What follows belongs to an exercise in optimizing a design on an open flow for small area, a short achievable clock period and few clock cycles per item; a production flow would make more cautious choices. In this exercise RTL edits were held to simulation tests only and were not proved equivalent to the original.

==> v26 <==
==> flow/design.v <==
module golay_parity (
    input  wire [11:0] m,
    output reg  [11:0] p
);
    localparam [143:0] A24 = {
        12'b011111111111, 12'b110001110110, 12'b100011101101, 12'b100111011010,
        12'b101110110100, 12'b111101101000, 12'b111011010001, 12'b110110100011,
        12'b101101000111, 12'b111010001110, 12'b110100011101, 12'b101000111011
    };
    integer c;
    always @(*) begin
        for (c = 0; c < 12; c = c + 1)
            p[c] = ^(m & A24[12*c +: 12]);
    end
endmodule
module golay_weight (
    input  wire [11:0] v,
    output wire [4:0]  ge       
);
    wire [3:1] t0 = {v[0] & v[1] & v[2], (v[0] & v[1]) | (v[0] & v[2]) | (v[1] & v[2]), v[0] | v[1] | v[2]};
    wire [3:1] t1 = {v[3] & v[4] & v[5], (v[3] & v[4]) | (v[3] & v[5]) | (v[4] & v[5]), v[3] | v[4] | v[5]};
    wire [3:1] t2 = {v[6] & v[7] & v[8], (v[6] & v[7]) | (v[6] & v[8]) | (v[7] & v[8]), v[6] | v[7] | v[8]};
    wire [3:1] t3 = {v[9] & v[10] & v[11], (v[9] & v[10]) | (v[9] & v[11]) | (v[10] & v[11]), v[9] | v[10] | v[11]};
    wire [6:1] h0;
    assign h0[1] = t1[1] | t0[1];
    assign h0[2] = t1[2] | (t0[1] & t1[1]) | t0[2];
    assign h0[3] = t1[3] | (t0[1] & t1[2]) | (t0[2] & t1[1]) | t0[3];
    assign h0[4] = (t0[1] & t1[3]) | (t0[2] & t1[2]) | (t0[3] & t1[1]);
    assign h0[5] = (t0[2] & t1[3]) | (t0[3] & t1[2]);
    assign h0[6] = (t0[3] & t1[3]);
    wire [6:1] h1;
    assign h1[1] = t3[1] | t2[1];
    assign h1[2] = t3[2] | (t2[1] & t3[1]) | t2[2];
    assign h1[3] = t3[3] | (t2[1] & t3[2]) | (t2[2] & t3[1]) | t2[3];
    assign h1[4] = (t2[1] & t3[3]) | (t2[2] & t3[2]) | (t2[3] & t3[1]);
    assign h1[5] = (t2[2] & t3[3]) | (t2[3] & t3[2]);
    assign h1[6] = (t2[3] & t3[3]);
    assign ge = {
                 (h0[5] & h1[6]) | (h0[6] & h1[5]), 
                 (h0[3] & h1[6]) | (h0[4] & h1[5]) | (h0[5] & h1[4]) | (h0[6] & h1[3]), 
                 (h0[1] & h1[6]) | (h0[2] & h1[5]) | (h0[3] & h1[4]) | (h0[4] & h1[3]) | (h0[5] & h1[2]) | (h0[6] & h1[1]), 
                 h1[5] | (h0[1] & h1[4]) | (h0[2] & h1[3]) | (h0[3] & h1[2]) | (h0[4] & h1[1]) | h0[5], 
                 h1[4] | (h0[1] & h1[3]) | (h0[2] & h1[2]) | (h0[3] & h1[1]) | h0[4]};
endmodule
module golay_dec24 (
    input  wire [11:0] s,       
    input  wire [11:0] sa,      
    input  wire [4:0]  ws,      
    input  wire [4:0]  wa,      
    output wire [23:0] e,       
    output wire        fail     
);
    function near5;
        input [4:0] v;
        input ge5, ge7, ge9;
        reg o, a, g1, g2, g3;
        begin
            o  = v[0] | v[1];
            a  = v[0] & v[1];
            g1 = v[2] | v[3] | v[4];
            g2 = (v[2] & v[3]) | (v[2] & v[4]) | (v[3] & v[4]);
            g3 = v[2] & v[3] & v[4];
            near5 = (~(o | g1) & ge5)
                  | (~(a | g2 | (o & g1)) & ge7)
                  | (~(g3 | (a & g1) | (o & g2)) & ge9);
        end
    endfunction
    wire [11:0] b2;
    assign b2[0] = near5({s[2], s[6], s[7], s[8], s[10]}, ws[1], ws[2], ws[3]);
    assign b2[1] = near5({s[1], s[5], s[6], s[7], s[9]}, ws[1], ws[2], ws[3]);
    assign b2[2] = near5({s[0], s[4], s[5], s[6], s[8]}, ws[1], ws[2], ws[3]);
    assign b2[3] = near5({s[3], s[4], s[5], s[7], s[10]}, ws[1], ws[2], ws[3]);
    assign b2[4] = near5({s[2], s[3], s[4], s[6], s[9]}, ws[1], ws[2], ws[3]);
    assign b2[5] = near5({s[1], s[2], s[3], s[5], s[8]}, ws[1], ws[2], ws[3]);
    assign b2[6] = near5({s[0], s[1], s[2], s[4], s[7]}, ws[1], ws[2], ws[3]);
    assign b2[7] = near5({s[0], s[1], s[3], s[6], s[10]}, ws[1], ws[2], ws[3]);
    assign b2[8] = near5({s[0], s[2], s[5], s[9], s[10]}, ws[1], ws[2], ws[3]);
    assign b2[9] = near5({s[1], s[4], s[8], s[9], s[10]}, ws[1], ws[2], ws[3]);
    assign b2[10] = near5({s[0], s[3], s[7], s[8], s[9]}, ws[1], ws[2], ws[3]);
    assign b2[11] = (~s[11] & ws[3]) | (s[11] & ws[4]);
    wire [11:0] b4;
    assign b4[0] = near5({sa[2], sa[6], sa[7], sa[8], sa[10]}, wa[1], wa[2], wa[3]);
    assign b4[1] = near5({sa[1], sa[5], sa[6], sa[7], sa[9]}, wa[1], wa[2], wa[3]);
    assign b4[2] = near5({sa[0], sa[4], sa[5], sa[6], sa[8]}, wa[1], wa[2], wa[3]);
    assign b4[3] = near5({sa[3], sa[4], sa[5], sa[7], sa[10]}, wa[1], wa[2], wa[3]);
    assign b4[4] = near5({sa[2], sa[3], sa[4], sa[6], sa[9]}, wa[1], wa[2], wa[3]);
    assign b4[5] = near5({sa[1], sa[2], sa[3], sa[5], sa[8]}, wa[1], wa[2], wa[3]);
    assign b4[6] = near5({sa[0], sa[1], sa[2], sa[4], sa[7]}, wa[1], wa[2], wa[3]);
    assign b4[7] = near5({sa[0], sa[1], sa[3], sa[6], sa[10]}, wa[1], wa[2], wa[3]);
    assign b4[8] = near5({sa[0], sa[2], sa[5], sa[9], sa[10]}, wa[1], wa[2], wa[3]);
    assign b4[9] = near5({sa[1], sa[4], sa[8], sa[9], sa[10]}, wa[1], wa[2], wa[3]);
    assign b4[10] = near5({sa[0], sa[3], sa[7], sa[8], sa[9]}, wa[1], wa[2], wa[3]);
    assign b4[11] = (~sa[11] & wa[3]) | (sa[11] & wa[4]);
    wire lo = ~ws[0] | (|b2);     
    wire hi = ~wa[0] | (|b4);     
    assign fail = ~(lo | hi);
    assign e[0] = (s[0] ? (~ws[0] | b2[2] | b2[6] | b2[7] | b2[8] | b2[10]) : (b2[0] | b2[1] | b2[3] | b2[4] | b2[5] | b2[9] | b2[11])) | b4[0];
    assign e[1] = (s[1] ? (~ws[0] | b2[1] | b2[5] | b2[6] | b2[7] | b2[9]) : (b2[0] | b2[2] | b2[3] | b2[4] | b2[8] | b2[10] | b2[11])) | b4[1];
    assign e[2] = (s[2] ? (~ws[0] | b2[0] | b2[4] | b2[5] | b2[6] | b2[8]) : (b2[1] | b2[2] | b2[3] | b2[7] | b2[9] | b2[10] | b2[11])) | b4[2];
    assign e[3] = (s[3] ? (~ws[0] | b2[3] | b2[4] | b2[5] | b2[7] | b2[10]) : (b2[0] | b2[1] | b2[2] | b2[6] | b2[8] | b2[9] | b2[11])) | b4[3];
    assign e[4] = (s[4] ? (~ws[0] | b2[2] | b2[3] | b2[4] | b2[6] | b2[9]) : (b2[0] | b2[1] | b2[5] | b2[7] | b2[8] | b2[10] | b2[11])) | b4[4];
    assign e[5] = (s[5] ? (~ws[0] | b2[1] | b2[2] | b2[3] | b2[5] | b2[8]) : (b2[0] | b2[4] | b2[6] | b2[7] | b2[9] | b2[10] | b2[11])) | b4[5];
    assign e[6] = (s[6] ? (~ws[0] | b2[0] | b2[1] | b2[2] | b2[4] | b2[7]) : (b2[3] | b2[5] | b2[6] | b2[8] | b2[9] | b2[10] | b2[11])) | b4[6];
    assign e[7] = (s[7] ? (~ws[0] | b2[0] | b2[1] | b2[3] | b2[6] | b2[10]) : (b2[2] | b2[4] | b2[5] | b2[7] | b2[8] | b2[9] | b2[11])) | b4[7];
    assign e[8] = (s[8] ? (~ws[0] | b2[0] | b2[2] | b2[5] | b2[9] | b2[10]) : (b2[1] | b2[3] | b2[4] | b2[6] | b2[7] | b2[8] | b2[11])) | b4[8];
    assign e[9] = (s[9] ? (~ws[0] | b2[1] | b2[4] | b2[8] | b2[9] | b2[10]) : (b2[0] | b2[2] | b2[3] | b2[5] | b2[6] | b2[7] | b2[11])) | b4[9];
    assign e[10] = (s[10] ? (~ws[0] | b2[0] | b2[3] | b2[7] | b2[8] | b2[9]) : (b2[1] | b2[2] | b2[4] | b2[5] | b2[6] | b2[10] | b2[11])) | b4[10];
    assign e[11] = (s[11] ? (~ws[0] | b2[11]) : (b2[0] | b2[1] | b2[2] | b2[3] | b2[4] | b2[5] | b2[6] | b2[7] | b2[8] | b2[9] | b2[10])) | b4[11];
    assign e[12] = (sa[0] ? (~wa[0] | b4[2] | b4[6] | b4[7] | b4[8] | b4[10]) : (b4[0] | b4[1] | b4[3] | b4[4] | b4[5] | b4[9] | b4[11])) | b2[0];
    assign e[13] = (sa[1] ? (~wa[0] | b4[1] | b4[5] | b4[6] | b4[7] | b4[9]) : (b4[0] | b4[2] | b4[3] | b4[4] | b4[8] | b4[10] | b4[11])) | b2[1];
    assign e[14] = (sa[2] ? (~wa[0] | b4[0] | b4[4] | b4[5] | b4[6] | b4[8]) : (b4[1] | b4[2] | b4[3] | b4[7] | b4[9] | b4[10] | b4[11])) | b2[2];
    assign e[15] = (sa[3] ? (~wa[0] | b4[3] | b4[4] | b4[5] | b4[7] | b4[10]) : (b4[0] | b4[1] | b4[2] | b4[6] | b4[8] | b4[9] | b4[11])) | b2[3];
    assign e[16] = (sa[4] ? (~wa[0] | b4[2] | b4[3] | b4[4] | b4[6] | b4[9]) : (b4[0] | b4[1] | b4[5] | b4[7] | b4[8] | b4[10] | b4[11])) | b2[4];
    assign e[17] = (sa[5] ? (~wa[0] | b4[1] | b4[2] | b4[3] | b4[5] | b4[8]) : (b4[0] | b4[4] | b4[6] | b4[7] | b4[9] | b4[10] | b4[11])) | b2[5];
    assign e[18] = (sa[6] ? (~wa[0] | b4[0] | b4[1] | b4[2] | b4[4] | b4[7]) : (b4[3] | b4[5] | b4[6] | b4[8] | b4[9] | b4[10] | b4[11])) | b2[6];
    assign e[19] = (sa[7] ? (~wa[0] | b4[0] | b4[1] | b4[3] | b4[6] | b4[10]) : (b4[2] | b4[4] | b4[5] | b4[7] | b4[8] | b4[9] | b4[11])) | b2[7];
    assign e[20] = (sa[8] ? (~wa[0] | b4[0] | b4[2] | b4[5] | b4[9] | b4[10]) : (b4[1] | b4[3] | b4[4] | b4[6] | b4[7] | b4[8] | b4[11])) | b2[8];
    assign e[21] = (sa[9] ? (~wa[0] | b4[1] | b4[4] | b4[8] | b4[9] | b4[10]) : (b4[0] | b4[2] | b4[3] | b4[5] | b4[6] | b4[7] | b4[11])) | b2[9];
    assign e[22] = (sa[10] ? (~wa[0] | b4[0] | b4[3] | b4[7] | b4[8] | b4[9]) : (b4[1] | b4[2] | b4[4] | b4[5] | b4[6] | b4[10] | b4[11])) | b2[10];
    assign e[23] = (sa[11] ? (~wa[0] | b4[11]) : (b4[0] | b4[1] | b4[2] | b4[3] | b4[4] | b4[5] | b4[6] | b4[7] | b4[8] | b4[9] | b4[10])) | b2[11];
endmodule
module golay_codec (
    input  wire        clk,
    input  wire        rst,         
    input  wire        in_valid,
    output wire        in_ready,
    input  wire [1:0]  in_op,       
    input  wire [23:0] in_word,
    output reg         out_valid,
    input  wire        out_ready,
    output reg  [23:0] out_word,
    output reg         out_fail
);
    wire        i_dec = in_op[1];
    wire        i_o23 = in_op[0];
    wire        i_w23 = i_o23 ? ~(^in_word[22:0]) : in_word[23];
    wire [11:0] i_wh  = {12{i_dec}} & {i_w23, in_word[22:12]};
    wire [11:0] i_hA, i_lA;
    golay_parity u_ph (.m(i_wh), .p(i_hA));
    golay_parity u_pl (.m(in_word[11:0]), .p(i_lA));
    wire [11:0] i_s  = in_word[11:0] ^ i_hA;
    wire [11:0] i_sa = i_wh ^ i_lA;
    wire adv = !out_valid || out_ready;
    assign in_ready = adv;
    reg         m_v;
    reg  [1:0]  m_op;
    reg  [23:0] m_w;
    reg  [11:0] m_s, m_sa;
    always @(posedge clk) begin
        if (rst)
            m_v <= 1'b0;
        else if (adv)
            m_v <= in_valid;
    end
    always @(posedge clk) begin
        if (adv) begin
            m_op <= in_op;
            m_w  <= {i_wh, in_word[11:0]};
            m_s  <= i_s;
            m_sa <= i_sa;
        end
    end
    wire        m_dec = m_op[1];
    wire        m_o23 = m_op[0];
    wire [11:0] m_wh  = m_w[23:12];
    wire [4:0] m_ws, m_wa;
    golay_weight u_ws (.v(m_s),  .ge(m_ws));
    golay_weight u_wa (.v(m_sa), .ge(m_wa));
    wire [23:0] m_e;
    wire        m_dfail;
    golay_dec24 u_dec (.s(m_s), .sa(m_sa), .ws(m_ws), .wa(m_wa), .e(m_e), .fail(m_dfail));
    wire [23:0] m_c      = {m_wh, m_w[11:0]} ^ ({24{m_dec}} & m_e);
    wire [23:0] result      = {(m_dec ? m_c[23] : m_sa[11]) & ~m_o23, m_dec ? m_c[22:12] : m_sa[10:0], m_c[11:0]};
    wire        result_fail = m_dec & m_dfail;
    always @(posedge clk) begin
        if (rst)
            out_valid <= 1'b0;
        else if (adv)
            out_valid <= m_v;
    end
    always @(posedge clk) begin
        if (adv) begin
            out_word <= result;
            out_fail <= result_fail;
        end
    end
endmodule
==> flow/run.sh <==
#!/bin/bash
# synth_recipe.tcl (not shown) runs the flow's synth.tcl, then flattens the netlist and writes it again
# the make line also repeats each setting of config.mk as NAME=value (left out here)
make -C /OpenROAD-flow-scripts/flow DESIGN_CONFIG=/design/flow/config.mk WORK_HOME=/design/flow/orfs CLKGATE_MAP_FILE= SYNTH_SCRIPT=/design/flow/synth_recipe.tcl finish
==> flow/config.mk <==
export PLATFORM = sky130hd
export DESIGN_NAME = golay_codec
export DESIGN_NICKNAME = golay_codec
export VERILOG_FILES = /design/flow/design.v
export SDC_FILE = /design/flow/constraint.sdc
export NUM_CORES = 4
export LEC_CHECK = 0
export CAP_MARGIN = 20
export CORE_MARGIN = 2
export CORE_UTILIZATION = 40
export SETUP_SLACK_MARGIN = 5
export SLEW_MARGIN = 20
==> flow/constraint.sdc <==
create_clock -name core_clock -period 10.0 [get_ports {clk}]
set_input_delay 2.0000 -clock core_clock [delete_from_list [all_inputs] [get_ports {clk}]]
set_output_delay 2.0000 -clock core_clock [all_outputs]
set_load 0.01 [all_outputs]
==> v25 (differences from v26) <==
==> flow/design.v, changed modules only <==
module golay_codec (
    input  wire        clk,
    input  wire        rst,         
    input  wire        in_valid,
    output wire        in_ready,
    input  wire [1:0]  in_op,       
    input  wire [23:0] in_word,
    output reg         out_valid,
    input  wire        out_ready,
    output reg  [23:0] out_word,
    output reg         out_fail
);
    wire        i_dec = in_op[1];
    wire        i_o23 = in_op[0];
    wire        i_w23 = i_o23 ? ~(^in_word[22:0]) : in_word[23];
    wire [11:0] i_wh  = {i_w23, in_word[22:12]};
    wire [11:0] i_hA, i_lA;
    golay_parity u_ph (.m(i_wh), .p(i_hA));
    golay_parity u_pl (.m(in_word[11:0]), .p(i_lA));
    wire [11:0] i_s  = in_word[11:0] ^ i_hA;
    wire [11:0] i_sa = i_wh ^ i_lA;
    wire adv = !out_valid || out_ready;
    assign in_ready = adv;
    reg         m_v;
    reg  [1:0]  m_op;
    reg  [23:0] m_w;
    reg  [11:0] m_s, m_sa;
    always @(posedge clk) begin
        if (rst)
            m_v <= 1'b0;
        else if (adv)
            m_v <= in_valid;
    end
    always @(posedge clk) begin
        if (adv) begin
            m_op <= in_op;
            m_w  <= {i_wh, in_word[11:0]};
            m_s  <= i_s;
            m_sa <= i_sa;
        end
    end
    wire        m_dec = m_op[1];
    wire        m_o23 = m_op[0];
    wire [11:0] m_wh  = m_w[23:12];
    wire [4:0] m_ws, m_wa;
    golay_weight u_ws (.v(m_s),  .ge(m_ws));
    golay_weight u_wa (.v(m_sa), .ge(m_wa));
    wire [4:0]  m_ws_g = m_dec ? m_ws : 5'b00001;
    wire [4:0]  m_wa_g = m_dec ? m_wa : 5'b00000;
    wire [23:0] m_e;
    wire        m_dfail;
    golay_dec24 u_dec (.s(m_s), .sa(m_sa), .ws(m_ws_g), .wa(m_wa_g), .e(m_e), .fail(m_dfail));
    wire [23:0] m_c      = {m_wh, m_w[11:0]} ^ m_e;
    wire [23:0] result      = {m_c[23] & ~m_o23, m_c[22:0]};
    wire        result_fail = m_dfail;
    always @(posedge clk) begin
        if (rst)
            out_valid <= 1'b0;
        else if (adv)
            out_valid <= m_v;
    end
    always @(posedge clk) begin
        if (adv) begin
            out_word <= result;
            out_fail <= result_fail;
        end
    end
endmodule
==> flow/flow/run.sh (new file) <==
#!/bin/bash
set -euo pipefail
export MY_ABC_SCRIPT=$PWD/flow/abc.script
MARGIN=$(cat flow/margin.txt)
bash standard.sh SYNTH_SCRIPT=$PWD/flow/synth.tcl SETUP_SLACK_MARGIN=$MARGIN \
  "BUFFER_PORTS_ARGS=-buffer_cell sky130_fd_sc_hd__buf_1" finish > flow_standard.log 2>&1
==> flow/flow/abc.script (new file) <==
strash
&get -n
&fraig -x
&put
scorr
dc2
dretime
strash
&get -n
&dch
&nf {D}
&put
buffer -c
topo
stime -c
upsize -c
dnsize -c
==> flow/flow/margin.txt (new file) <==
5.6
==> flow/flow/synth.tcl (new file) <==
# The standard synthesis script (synth_recipe.tcl), with one change: ABC
# maps the logic with flow/abc.script instead of ORFS's abc_speed.script.
# Registers are mapped before ABC runs, so they are the standard ones.
proc synth {args} { yosys synth -nofsm -noshare {*}$args }
proc abc {args} {
  set i [lsearch -exact $args -script]
  if {$i >= 0} { lset args [expr {$i + 1}] $::env(MY_ABC_SCRIPT) }
  yosys abc {*}$args
}
source $::env(SCRIPTS_DIR)/synth.tcl
# left out here: clear keep_hierarchy, flatten, clean up, hide names made inside functions, write 1_2_yosys.v
==> flow/standard.sh (new file) <==
#!/bin/bash
# synth_recipe.tcl (not shown) runs the flow's synth.tcl, then flattens the netlist and writes it again
# the make line also repeats each setting of config.mk as NAME=value (left out here)
make -C /OpenROAD-flow-scripts/flow DESIGN_CONFIG=/design/flow/config.mk WORK_HOME=/design/flow/orfs CLKGATE_MAP_FILE= SYNTH_SCRIPT=/design/flow/synth_recipe.tcl "${@:-finish}"
Settings changed: CTS_BUF_LIST set to sky130_fd_sc_hd__clkbuf_4 sky130_fd_sc_hd__clkbuf_8, SETUP_SLACK_MARGIN 5 to not set, TNS_END_PERCENT set to 30.
removed: flow/run.sh
==> comparison table <==
quantity	v25	v26
Number of inserted filler cells in the final layout	1648	1786
Fraction of layout instances using a drive strength above 1	0.155	0.0874
Cell with the largest stage delay on the worst path	sky130_fd_sc_hd__clkbuf_16	sky130_fd_sc_hd__xnor3_1
Number of standard cells in the final layout excluding fillers	1083	1175
Effective utilization at floorplan	0.404	0.411
Area of the multi-input gates	4340 um^2	5170 um^2
Number of tap cells inserted	225	260
Post-route cell area	8020 um^2	8820 um^2
CP bufs+invs	4	1
Core ar.	17100 um^2	18800 um^2
Parity-gate share of the synthesized area counting xor and xnor cells	0.190	0.157
Last weighted congestion value of the routability-driven placer	0.912	0.934
R2R setup slack	5.68 ns	5.31 ns
Fraction of synthesized area in multiplexers	0.00145	0.00437
Result of the run	timing/DRC/antenna clean	timing/DRC/antenna clean
Testbench counts of v26, summed over its fixed seeds: cycles 16,016, items 16,000.
Testbench counts of v25, summed over its fixed seeds: cycles 16,016, items 16,000.

[re-timing with driven ports]
How much do the figures lean on ideal ports? The routed layouts below were timed once more, with nothing changed but the port constraints. Step 1 (the two cells are an assumption about what drives the block):
set clk [get_ports {clk}]
set_driving_cell -lib_cell sky130_fd_sc_hd__clkbuf_16 $clk
set_driving_cell -lib_cell sky130_fd_sc_hd__buf_2 [delete_from_list [all_inputs] $clk]
Step 2, shift: input delay + t, output delay - t, t = (earliest + latest rising clock arrival at the registers) / 2. This alone moves slack from input paths to output paths. Three values: ideal, step 1, step 2; two values: the first two.
| run | shift t [ns] | setup slack, ns | worst setup path after step 2 | latest minus earliest clock arrival (ns) |
|---|---|---|---|---|
| v26 | 0.381 | 5.115 / 5.089 / 4.754 | input to register | 0.009 / 0.009 |
| v25 | 0.388 | 5.391 / 5.355 / 5.238 | input to register | 0.014 / 0.014 |
After both steps every run listed still meets setup and hold. For v26, which loses most, drivers alone change the setup slack by -0.026 ns; drivers and shift together by -0.361 ns.
